What follows belongs to an exercise in optimizing a design on an open flow for small area, a short achievable clock period and few clock cycles per item; a production flow would make more cautious choices.
Where RTL was checked, it was by simulation tests only, not by an equivalence proof against the original.
Power figures rest on the tool's default switching activity, not on a simulated workload.

==> raven: inputs <==
// qspi_lmx_xpose
module qspi_lmx_xpose (
    input  wire        clk,
    input  wire        rst,
    input  wire        cfg_we,
    input  wire [4:0]  cfg_addr,
    input  wire [31:0] cfg_wdata,
    input  wire        start,
    output wire        busy,
    output reg         done,
    output reg  [14:0] xfer_len,
    output reg         warn_clamped,
    output reg         warn_mismatch,
    output reg         warn_all_empty,
    output reg         mem_req_valid,
    input  wire        mem_req_ready,
    output reg  [29:0] mem_req_addr,
    input  wire        mem_rsp_valid,
    input  wire [31:0] mem_rsp_data,
    output reg         out_valid,
    input  wire        out_ready,
    output reg  [31:0] out_data
);
clock: 13.5 ns
lec_check: 0
cap_margin: 20
core_margin: 2
core_utilization: 60
cts_buf_list: sky130_fd_sc_hd__clkbuf_4 sky130_fd_sc_hd__clkbuf_8
cts_cluster_size: 30
slew_margin: 20
standard.sh (not shown) runs the stock make flow with config.mk's settings and CLKGATE_MAP_FILE= SYNTH_SCRIPT=/design/flow/synth_recipe.tcl, a recipe that flattens the netlist after the stock synthesis.
==> flow/flow/run.sh <==
#!/bin/bash
# Standard ORFS layout, with faster port buffers and timing repair aimed
# well below the clock period.
set -euo pipefail
bash standard.sh SETUP_SLACK_MARGIN=9 "BUFFER_PORTS_ARGS=-buffer_cell sky130_fd_sc_hd__buf_4" finish > flow_make.log 2>&1
==> quartz (differences from raven) <==
--- a/flow/design.v
+++ b/flow/design.v
@@ -55,46 +55,39 @@
     end
     reg [5:0]  ge_r;          
     reg [14:0] cu  [0:3];     
     wire [3:0] win = {~ge_r[2] & ~ge_r[4] & ~ge_r[5],
                       ~ge_r[1] & ~ge_r[3] &  ge_r[5],
                       ~ge_r[0] &  ge_r[3] &  ge_r[4],
                        ge_r[0] &  ge_r[1] &  ge_r[2]};
-    wire [14:0] l_calc = ({15{win[0]}} & cuf[0]) | ({15{win[1]}} & cuf[1])
-                       | ({15{win[2]}} & cuf[2]) | ({15{win[3]}} & cuf[3]);
-    wire [1:0]  l_lo   = ({2{win[0]}} & culo_r[0]) | ({2{win[1]}} & culo_r[1])
-                       | ({2{win[2]}} & culo_r[2]) | ({2{win[3]}} & culo_r[3]);
+    wire [14:0] l_calc = ({15{win[0]}} & cu[0]) | ({15{win[1]}} & cu[1])
+                       | ({15{win[2]}} & cu[2]) | ({15{win[3]}} & cu[3]);
     reg [3:0]  used;
     reg [3:0]  over;
     reg [3:0]  el;            
     reg [14:0] cl  [0:3];     
-    reg [14:0] clf [0:3];     
-    reg [14:0] cuf [0:3];
-    reg [3:0]  over_r;        
-    reg [1:0]  eor [0:3];
-    reg [1:0]  culo_r [0:3];
     reg [1:0]  eo  [0:3];     
     reg [1:0]  key [0:3];
     reg [1:0]  rank [0:3];
     reg [1:0]  nlast_c;
     reg [7:0]  perm_c;
+    reg [14:0] pc  [0:3];     
     always @(*) begin
         used[0] = |lane_count;
         used[1] = lane_count[2] | lane_count[1];
         used[2] = lane_count[2] | (lane_count[1] & lane_count[0]);
         used[3] = lane_count[2];
         for (j = 0; j < 4; j = j + 1) begin
             over[j] = (|lane_len[j][31:15]) | (lane_len[j][14] & (|lane_len[j][13:0]));
             el[j]   = used[j] & (|lane_len[j]);
             cl[j]   = over[j] ? 15'd16384 : lane_len[j][14:0];
             cu[j]   = used[j] ? cl[j] : 15'd0;
-            clf[j]  = over_r[j] ? 15'd16384 : lane_len[j][14:0];
-            cuf[j]  = used[j] ? clf[j] : 15'd0;
             eo[j]   = lane_ptr[j][1:0] + cl[j][1:0];
-            key[j]  = eor[j] - l_lo;
+            key[j]  = eo[j] - l_calc[1:0];
+            pc[j]   = cl[j] + {13'd0, lane_ptr[j][1:0]};
         end
         nlast_c = 2'd3;
         for (j = 0; j < 4; j = j + 1)
             if (~el[j]) nlast_c = nlast_c - 2'd1;
         for (j = 0; j < 4; j = j + 1) begin
             rank[j] = 2'd0;
             for (k = 0; k < 4; k = k + 1)
@@ -104,84 +97,62 @@
         perm_c = 8'd0;
         for (k = 0; k < 4; k = k + 1)
             for (j = 0; j < 4; j = j + 1)
                 if (el[j] && rank[j] == k[1:0]) perm_c[2*k +: 2] = j[1:0];
     end
     reg [7:0]  perm;          
     reg [1:0]  nlast;
+    reg [1:0]  eor [0:3];
+    reg [14:0] preg [0:3];
     always @(posedge clk) begin
         ge_r  <= {ge15(cu[2], cu[3]), ge15(cu[1], cu[3]), ge15(cu[1], cu[2]),
                   ge15(cu[0], cu[3]), ge15(cu[0], cu[2]), ge15(cu[0], cu[1])};
         nlast <= nlast_c;
-        over_r <= over;
-        for (j = 0; j < 4; j = j + 1)
-            culo_r[j] <= cu[j][1:0];
         for (j = 0; j < 4; j = j + 1) begin
             eor[j]  <= eo[j];
+            preg[j] <= pc[j];
         end
     end
     wire start_acc = start & ~busy_q;
     reg  init1, init2;        
-    reg  init3;
     reg [14:0] ro;             
     reg [14:0] rm1;            
     reg [3:0]  idata;          
     reg [1:0]  ph [0:3];       
     reg [31:0] slot0 [0:3];
     reg [31:0] slot1 [0:3];
     reg [3:0]  sv0, sv1, swp, srp;
-    reg [1:0]  bsel [0:3];
-    reg [1:0]  alloc [0:3];    
-    reg [7:0]  stash [0:3];    
-    reg [3:0]  stv;            
+    reg [1:0]  alloc [0:3];
     reg        scan_act;
     reg [15:0] sr;             
     reg        slast;          
     reg [1:0]  sl;
     reg [1:0]  slane;
     wire [1:0]  sl_nx   = (sl == nlast) ? 2'd0 : sl + 2'd1;
     wire [1:0]  lane_nx = perm[2*sl_nx +: 2];
     wire [15:0] sr_nx   = sr - 16'd4;
-    reg  [14:0] pcur;
-    wire [14:0] p_nx   = clf[lane_nx] + {13'd0, lane_ptr[lane_nx][1:0]};
-    wire [14:0] p_sl   = clf[slane] + {13'd0, lane_ptr[slane][1:0]};
-    wire [15:0] a_diff = {1'b0, pcur} - sr;
+    wire [15:0] a_diff = {1'b0, preg[slane]} - sr;
     wire [3:0]  a_top  = {sr[2], sr[2:0]} + {2'b00, a_diff[1:0]};
-    wire        a_ok   = ~a_diff[15] & (|a_diff[14:2]) & (~slast | (~a_top[3] & (a_top != 4'd0)));
+    wire        a_ok   = ~a_diff[15] & (~slast | (~a_top[3] & (a_top != 4'd0)));
     reg        b_v;
     reg [1:0]  b_lane;
     reg [12:0] b_d;
-    reg  [3:0]  pfm;
-    wire        pf_v    = |pfm;
-    wire [1:0]  pf_lane = pfm[0] ? 2'd0 : pfm[1] ? 2'd1 : pfm[2] ? 2'd2 : 2'd3;
-    wire [1:0]  c_nlane = pf_v ? pf_lane : b_lane;
-    wire [29:0] b_addr  = lane_ptr[c_nlane][31:2] + {17'd0, b_d & {13{~pf_v}}};
+    wire [29:0] b_addr = lane_ptr[b_lane][31:2] + {17'd0, b_d};
     reg [1:0]  c_lane;
     reg [1:0]  tq [0:3];
     reg [1:0]  tw, tr;
     reg [2:0]  tcnt;
     wire c_acc  = mem_req_valid & mem_req_ready;
-    reg  [3:0] room;
-    always @(*) begin
-        for (j = 0; j < 4; j = j + 1)
-            room[j] = ~alloc[j][1] | (~alloc[j][0] & ~stv[j] & idata[j] & (bsel[j] == 2'd3));
-    end
-    wire c_can  = (~mem_req_valid | mem_req_ready) & ((tcnt + {2'd0, mem_req_valid}) <= 3'd3);
-    wire pf_go  = pf_v & c_can;
-    wire b_go   = b_v & room[b_lane] & c_can & ~pf_v;
-    wire c_load = pf_go | b_go;
-    wire a_step = scan_act & ~init2 & (~b_v | b_go);
+    wire b_go   = b_v & ~alloc[b_lane][1] & (~mem_req_valid | mem_req_ready)
+                  & ((tcnt + {2'd0, mem_req_valid}) <= 3'd3);
+    wire a_step = scan_act & (~b_v | b_go);
     wire [1:0] rsp_lane = tq[tr];
-    reg  [3:0] early;
-    always @(*) begin
-        for (j = 0; j < 4; j = j + 1)
-            early[j] = (swp[j] ? sv1[j] : sv0[j]) & ~pop[j];
-    end
     reg [3:0]  hv;
     reg [3:0]  pop;
+    reg [1:0]  bsel [0:3];
     reg [7:0]  lbyte [0:3];
     reg [7:0]  pbyte [0:3];
     reg [31:0] hw;
     reg        all_rdy;
     reg [31:0] wnext;
     always @(*) begin
         all_rdy = 1'b1;
@@ -236,108 +207,92 @@
             xfer_len       <= 15'd0;
             warn_clamped   <= 1'b0;
             warn_mismatch  <= 1'b0;
             warn_all_empty <= 1'b0;
             ro             <= 15'd0;
             init1          <= 1'b0;
             init2          <= 1'b0;
-            init3          <= 1'b0;
             out_valid      <= 1'b0;
             mem_req_valid  <= 1'b0;
             scan_act       <= 1'b0;
             b_v            <= 1'b0;
-            pfm            <= 4'd0;
             tw             <= 2'd0;
             tr             <= 2'd0;
             tcnt           <= 3'd0;
             sv0            <= 4'd0;
-            stv            <= 4'd0;
             sv1            <= 4'd0;
             swp            <= 4'd0;
             srp            <= 4'd0;
             mm_done        <= 1'b1;
             for (j = 0; j < 4; j = j + 1)
                 alloc[j] <= 2'd0;
         end else begin
             done  <= fin;
             init1 <= start_acc;
             init2 <= init1;
-            init3 <= init2;
             if (start_acc) begin
                 busy_q  <= 1'b1;
                 mm_done <= 1'b0;
             end else if (fin) begin
                 busy_q  <= 1'b0;
             end
             if (init1) begin
                 xfer_len       <= l_calc;
                 ro             <= l_calc;
                 warn_clamped   <= |(used & over);
                 warn_all_empty <= (|lane_count) & ~(|el);
             end else if (load) begin
                 ro             <= rm1;
             end
-            if (init2) begin
-                pcur     <= p_sl;
-                sr       <= {1'b0, xfer_len} - 16'd4;
-                slast    <= (xfer_len <= 15'd5);
-            end
             if (init1) begin
                 scan_act <= |l_calc;
+                sr       <= {1'b0, l_calc};
+                slast    <= ~(|l_calc[14:1]);
                 sl       <= 2'd0;
                 slane    <= perm_c[1:0];
                 perm     <= perm_c;
             end else if (a_step) begin
                 sl       <= sl_nx;
                 slane    <= lane_nx;
-                pcur     <= p_nx;
                 if (sl == nlast) begin
                     if (slast) scan_act <= 1'b0;
                     sr    <= sr_nx;
                     slast <= sr_nx[15] | ~(|sr_nx[14:1]);
                 end
             end
             if (a_step) begin
                 b_v    <= a_ok;
                 b_lane <= slane;
                 b_d    <= a_diff[14:2];
             end else if (b_go) begin
                 b_v    <= 1'b0;
             end
-            if (start_acc)
-                pfm <= el;
-            else if (pf_go)
-                pfm[pf_lane] <= 1'b0;
-            if (c_load) begin
+            if (b_go) begin
                 mem_req_valid <= 1'b1;
                 mem_req_addr  <= b_addr;
-                c_lane        <= c_nlane;
+                c_lane        <= b_lane;
             end else if (c_acc) begin
                 mem_req_valid <= 1'b0;
             end
             if (c_acc) begin
                 tq[tw] <= c_lane;
                 tw     <= tw + 2'd1;
             end
             if (mem_rsp_valid)
                 tr <= tr + 2'd1;
             tcnt <= tcnt + {2'd0, c_acc} - {2'd0, mem_rsp_valid};
             for (j = 0; j < 4; j = j + 1) begin
-                alloc[j] <= alloc[j] + {1'b0, c_load & (c_nlane == j[1:0])} - {1'b0, pop[j]};
+                alloc[j] <= alloc[j] + {1'b0, b_go & (b_lane == j[1:0])} - {1'b0, pop[j]};
                 if (mem_rsp_valid & (rsp_lane == j[1:0])) begin
                     swp[j] <= ~swp[j];
                     if (swp[j]) sv1[j] <= 1'b1; else sv0[j] <= 1'b1;
-                    if (early[j]) stv[j] <= 1'b1;
                 end
                 if (pop[j]) begin
                     srp[j] <= ~srp[j];
-                    stv[j] <= 1'b0;
-                    if (~stv[j] & ~(mem_rsp_valid & (rsp_lane == j[1:0]) & (swp[j] == srp[j]))) begin
-                        if (srp[j]) sv1[j] <= 1'b0; else sv0[j] <= 1'b0;
-                    end
+                    if (srp[j]) sv1[j] <= 1'b0; else sv0[j] <= 1'b0;
                 end
             end
             if (load) begin
                 out_valid <= 1'b1;
             end else if (out_ready) begin
                 out_valid <= 1'b0;
             end
@@ -379,26 +334,21 @@
                 idata[j] <= 1'b0;
             end
         end else begin
             if (load)
                 for (j = 0; j < 4; j = j + 1)
                     ph[j] <= (ph[j] == lane_padlen[j]) ? 2'd0 : ph[j] + 2'd1;
             for (j = 0; j < 4; j = j + 1)
-                if (rx_upd & used[j] & (rx == clf[j])) idata[j] <= 1'b1;
+                if (rx_upd & used[j] & (rx == cl[j])) idata[j] <= 1'b1;
         end
         if (init2)
             rm1 <= ro - 15'd1;
         else if (load)
             rm1 <= rm1 - 15'd1;
         if (load)
             out_data <= wnext;
         for (j = 0; j < 4; j = j + 1) begin
-            if (mem_rsp_valid & (rsp_lane == j[1:0]) & ~swp[j]) slot0[j][23:0] <= mem_rsp_data[23:0];
-            if (mem_rsp_valid & (rsp_lane == j[1:0]) &  swp[j]) slot1[j][23:0] <= mem_rsp_data[23:0];
-            if (mem_rsp_valid & (rsp_lane == j[1:0]) & ~swp[j] & ~early[j]) slot0[j][31:24] <= mem_rsp_data[31:24];
-            if (mem_rsp_valid & (rsp_lane == j[1:0]) &  swp[j] & ~early[j]) slot1[j][31:24] <= mem_rsp_data[31:24];
-            if (mem_rsp_valid & (rsp_lane == j[1:0]) & early[j]) stash[j] <= mem_rsp_data[31:24];
-            if (pop[j] & stv[j] & ~srp[j]) slot0[j][31:24] <= stash[j];
-            if (pop[j] & stv[j] &  srp[j]) slot1[j][31:24] <= stash[j];
+            if (mem_rsp_valid & (rsp_lane == j[1:0]) & ~swp[j]) slot0[j] <= mem_rsp_data;
+            if (mem_rsp_valid & (rsp_lane == j[1:0]) &  swp[j]) slot1[j] <= mem_rsp_data;
         end
     end
 endmodule
==> flow/flow/run.sh (replaced) <==
#!/bin/bash
# Standard ORFS layout, with timing repair aimed well below the clock period.
set -euo pipefail
bash standard.sh SETUP_SLACK_MARGIN=9 finish > flow_make.log 2>&1
Settings changed: CORE_UTILIZATION 60 to 40, CTS_BUF_LIST sky130_fd_sc_hd__clkbuf_4 sky130_fd_sc_hd__clkbuf_8 to not set, CTS_CLUSTER_SIZE 30 to not set.
==> summary of the runs <==
Between quartz and raven, the lower combinational power is in raven (gap about 10%, measured against raven).
Sequential cell count: quartz is lower than raven (15).
Against quartz, the clock power of raven is smaller by about 11%.
Between quartz and raven, the lower utilization is in quartz (gap 19 points).
Of quartz and raven, raven has the higher via count (gap 11%, measured against raven).
In raven the critical path depth is lower than in quartz, by 16.
Between raven and quartz, the lower synthesized cell count is in quartz (gap about 12%, measured against quartz).
In raven the clock skew is lower than in quartz, by 0.030 ns.
==> figures <==
Combinational share of power: raven 18.9%; quartz 20.3%
Fmax: raven 226 MHz; quartz 204 MHz
Die Y-Extent: raven 285 um; quartz 337 um
Ratio of total power to cell area: raven 146 nW/um2; quartz 151 nW/um2
Status: raven no timing/DRC/antenna violations; quartz no timing/DRC/antenna violations
Final weighted congestion in routability-driven placement: raven 1.02; quartz 0.983
Site row count: raven 103; quartz 122
Utilization of the core after routing: raven 68.4%; quartz 49.2%
Share of cell area taken by flip-flops and latches: raven 52.2%; quartz 50.2%
Via density per instance: raven 6.68; quartz 5.80
Endpoint arrival time on the critical path: raven 5.18 ns; quartz 5.29 ns
Share of the synthesized area in compound gates (AO/OA/AOI/OAI): raven 9.93%; quartz 8.57%
Multiplexer fraction of the synthesized cell area: raven 10.6%; quartz 10.2%
Worst relative slew slack: raven 19.7%; quartz 17.9%
Internal power: raven 0.00552 W; quartz 0.00586 W
Fraction of the mapped netlist area in adder cells: raven 2.53%; quartz 2.87%
Net switching power: raven 0.00232 W; quartz 0.00236 W
Area post-placement: raven 50100 um2; quartz 48300 um2
Testbench counts of quartz, summed over its fixed seeds: cycles 10,019, items 7,883.
The RTL of raven was laid out without a check of its function.

## re-timing with driven ports
How much do the figures lean on ideal ports? The routed layouts below were timed once more, with nothing changed but the port constraints.
Step 1 assumes that a clkbuf_16 drives the clock port and a buf_2 every other input.
Step 2, shift: input delay + t, output delay - t, t = (earliest + latest rising clock arrival at the registers) / 2. This alone moves slack from input paths to output paths.
Three values: ideal ports, drivers, drivers and shift; two values: the first two.
run	t (ns)	setup slack, ns	worst register clock-pin slew, ns	worst data-port slew with drivers (ns)
raven	0.875	9.077 / 9.080 / 8.241	0.07 / 0.07	0.09
quartz	0.769	8.591 / 8.591 / 7.868	0.07 / 0.07	0.18
After both steps every run listed still meets setup and hold. The setup slack of raven, which loses most, moves by +0.003 ns with the drivers and by -0.836 ns with both steps.
